This is an optimization exercise on Yosys and OpenROAD, whose aim is small area, not a production implementation. The RTL was checked by simulation tests, not by an equivalence proof against the original design. Power and IR drop assume default switching activity.

==> flow/design.v (excerpt) <==
module led_phase_engine (
    input  wire        clk,
    input  wire        rst,           
    input  wire        tick,          
    input  wire        bus_valid,     
    input  wire        bus_write,     
    input  wire [7:0]  bus_addr,      
    input  wire [1:0]  bus_size,      
    input  wire [31:0] bus_wdata,
    output reg  [31:0] bus_rdata,     
    output reg         bus_rvalid,    
    output wire [5:0]  anode,
    output wire        red_n,         
    output wire        green_n,
    output wire        blue_n,
    output wire        blue_oe,       
    output wire        pump_sink,
    output reg         hook_once,
    output reg         hook_twice
);
Size: ~93 I/O pins, about 20000 sq um of cells after synthesis.
Settings: LEC_CHECK=0, CAP_MARGIN=20, CORE_MARGIN=2, CORE_UTILIZATION=40, PLACE_DENSITY=0.6, SLEW_MARGIN=20; clock period 8.0 ns.
standard.sh (not shown) runs the stock make flow with config.mk's settings and CLKGATE_MAP_FILE= SYNTH_SCRIPT=/design/flow/synth_recipe.tcl, a recipe that flattens the netlist after the stock synthesis.
==> flow/flow/run.sh <==
#!/bin/bash
# Own layout flow: the standard ORFS flow with three changes:
#  - synthesis maps logic with an area-oriented ABC script (flow/abc_area.script);
#    everything else in synthesis (and so every register) is the standard one;
#  - port buffers use a small buffer cell;
#  - CTS uses small clock buffers and no dummy loads.
# Each tool's output goes to a log file in this folder.
set -euo pipefail
W=$(pwd)
FLOW=${FLOW_HOME}
RES=$W/orfs/results/${FLOW_PLATFORM}/led_phase_engine/base

# Synthesis script: the reference script, sourcing a copy of ORFS's synth.tcl
# whose ABC step uses the area script.
sed "s|^source \$::env(SCRIPTS_DIR)/synth_preamble.tcl|source \$::env(SCRIPTS_DIR)/synth_preamble.tcl\nset abc_args [lreplace \$abc_args 1 1 $W/flow/abc_area.script]|" \
    "$FLOW/scripts/synth.tcl" > "$W/own_synth.tcl"
grep -q "abc_area.script" "$W/own_synth.tcl"
sed "s|source \$::env(SCRIPTS_DIR)/synth.tcl|source $W/own_synth.tcl|" \
    "$W/synth_recipe.tcl" > "$W/own_synth_recipe.tcl"
grep -q "own_synth.tcl" "$W/own_synth_recipe.tcl"

export CTS_ARGS="${OWN_CTS_ARGS:--sink_clustering_enable -repair_clock_nets -dont_use_dummy_load -buf_list sky130_fd_sc_hd__clkbuf_16 -sink_clustering_size 20 -sink_clustering_max_diameter 80}"
export BUFFER_PORTS_ARGS="${OWN_BUFFER_PORTS_ARGS:--buffer_cell sky130_fd_sc_hd__buf_1}"

make -C "$FLOW" DESIGN_CONFIG="$W/config.mk" WORK_HOME="$W/orfs" CLKGATE_MAP_FILE= \
    SYNTH_SCRIPT="$W/own_synth_recipe.tcl" \
    BUFFER_PORTS_ARGS="$BUFFER_PORTS_ARGS" \
    CTS_ARGS="$CTS_ARGS" \
    "${1:-finish}" > "$W/make_${1:-finish}.log" 2>&1

[[ "${1:-finish}" == finish ]] || exit 0
: # left out here: write the final layout as DEF
==> flow/flow/abc_area.script <==
strash
&get -n
&st
&dch
&nf -a
&put
topo
Edit:
--- a/flow/flow/run.sh
+++ b/flow/flow/run.sh
@@ -20,6 +20,6 @@
 grep -q "own_synth.tcl" "$W/own_synth_recipe.tcl"
 
-export CTS_ARGS="${OWN_CTS_ARGS:--sink_clustering_enable -repair_clock_nets -dont_use_dummy_load -buf_list sky130_fd_sc_hd__clkbuf_16 -sink_clustering_size 20 -sink_clustering_max_diameter 80}"
-export BUFFER_PORTS_ARGS="${OWN_BUFFER_PORTS_ARGS:--buffer_cell sky130_fd_sc_hd__buf_1}"
+export CTS_ARGS="-sink_clustering_enable -repair_clock_nets -dont_use_dummy_load -buf_list sky130_fd_sc_hd__clkbuf_8"
+export BUFFER_PORTS_ARGS="-buffer_cell sky130_fd_sc_hd__buf_2"
 
 make -C "$FLOW" DESIGN_CONFIG="$W/config.mk" WORK_HOME="$W/orfs" CLKGATE_MAP_FILE= \
@@ -27,6 +27,5 @@
     BUFFER_PORTS_ARGS="$BUFFER_PORTS_ARGS" \
     CTS_ARGS="$CTS_ARGS" \
-    "${1:-finish}" > "$W/make_${1:-finish}.log" 2>&1
+    finish > "$W/make_finish.log" 2>&1
 
-[[ "${1:-finish}" == finish ]] || exit 0
 : # left out here: write the final layout as DEF
The new run produced a clean layout.
Clock-buffer cell count went up by 46.
Final area went up by 2.0%.
Total power went up by 9.1%.
Register-to-register slack loses 50 ps.
Setup slack loses 42 ps.
Non-clock buffer count went down by 3.
Routed wire length went up by 2.2%.
Global-route usage went up by 0.80 points.
Synthesized cell count does not change.
Area after synthesis is unchanged.
Die area stays the same.

re-timing with driven ports:
How much do the figures lean on ideal ports? The routed layouts below were timed once more, with nothing changed but the port constraints. Step 1 assumes that a clkbuf_16 drives the clock port and a buf_2 every other input. Step 2 times the ports against the registers' clock, not the clock port: input delays grow and output delays shrink by t, the midpoint of the rising clock arrivals with the driver on. Three values: ideal ports, drivers, drivers and shift; two values: the first two.
run	shift t [ns]	setup WS [ns]	worst data-port slew with drivers (ns)
the first run	0.611	1.207 / 1.244 / 0.634	0.04
the second run	0.673	1.165 / 1.194 / 0.520	0.03
After both steps setup and hold are still met in every run listed. For the second run, which loses most, drivers alone change the setup slack by +0.029 ns; drivers and shift together by -0.645 ns.
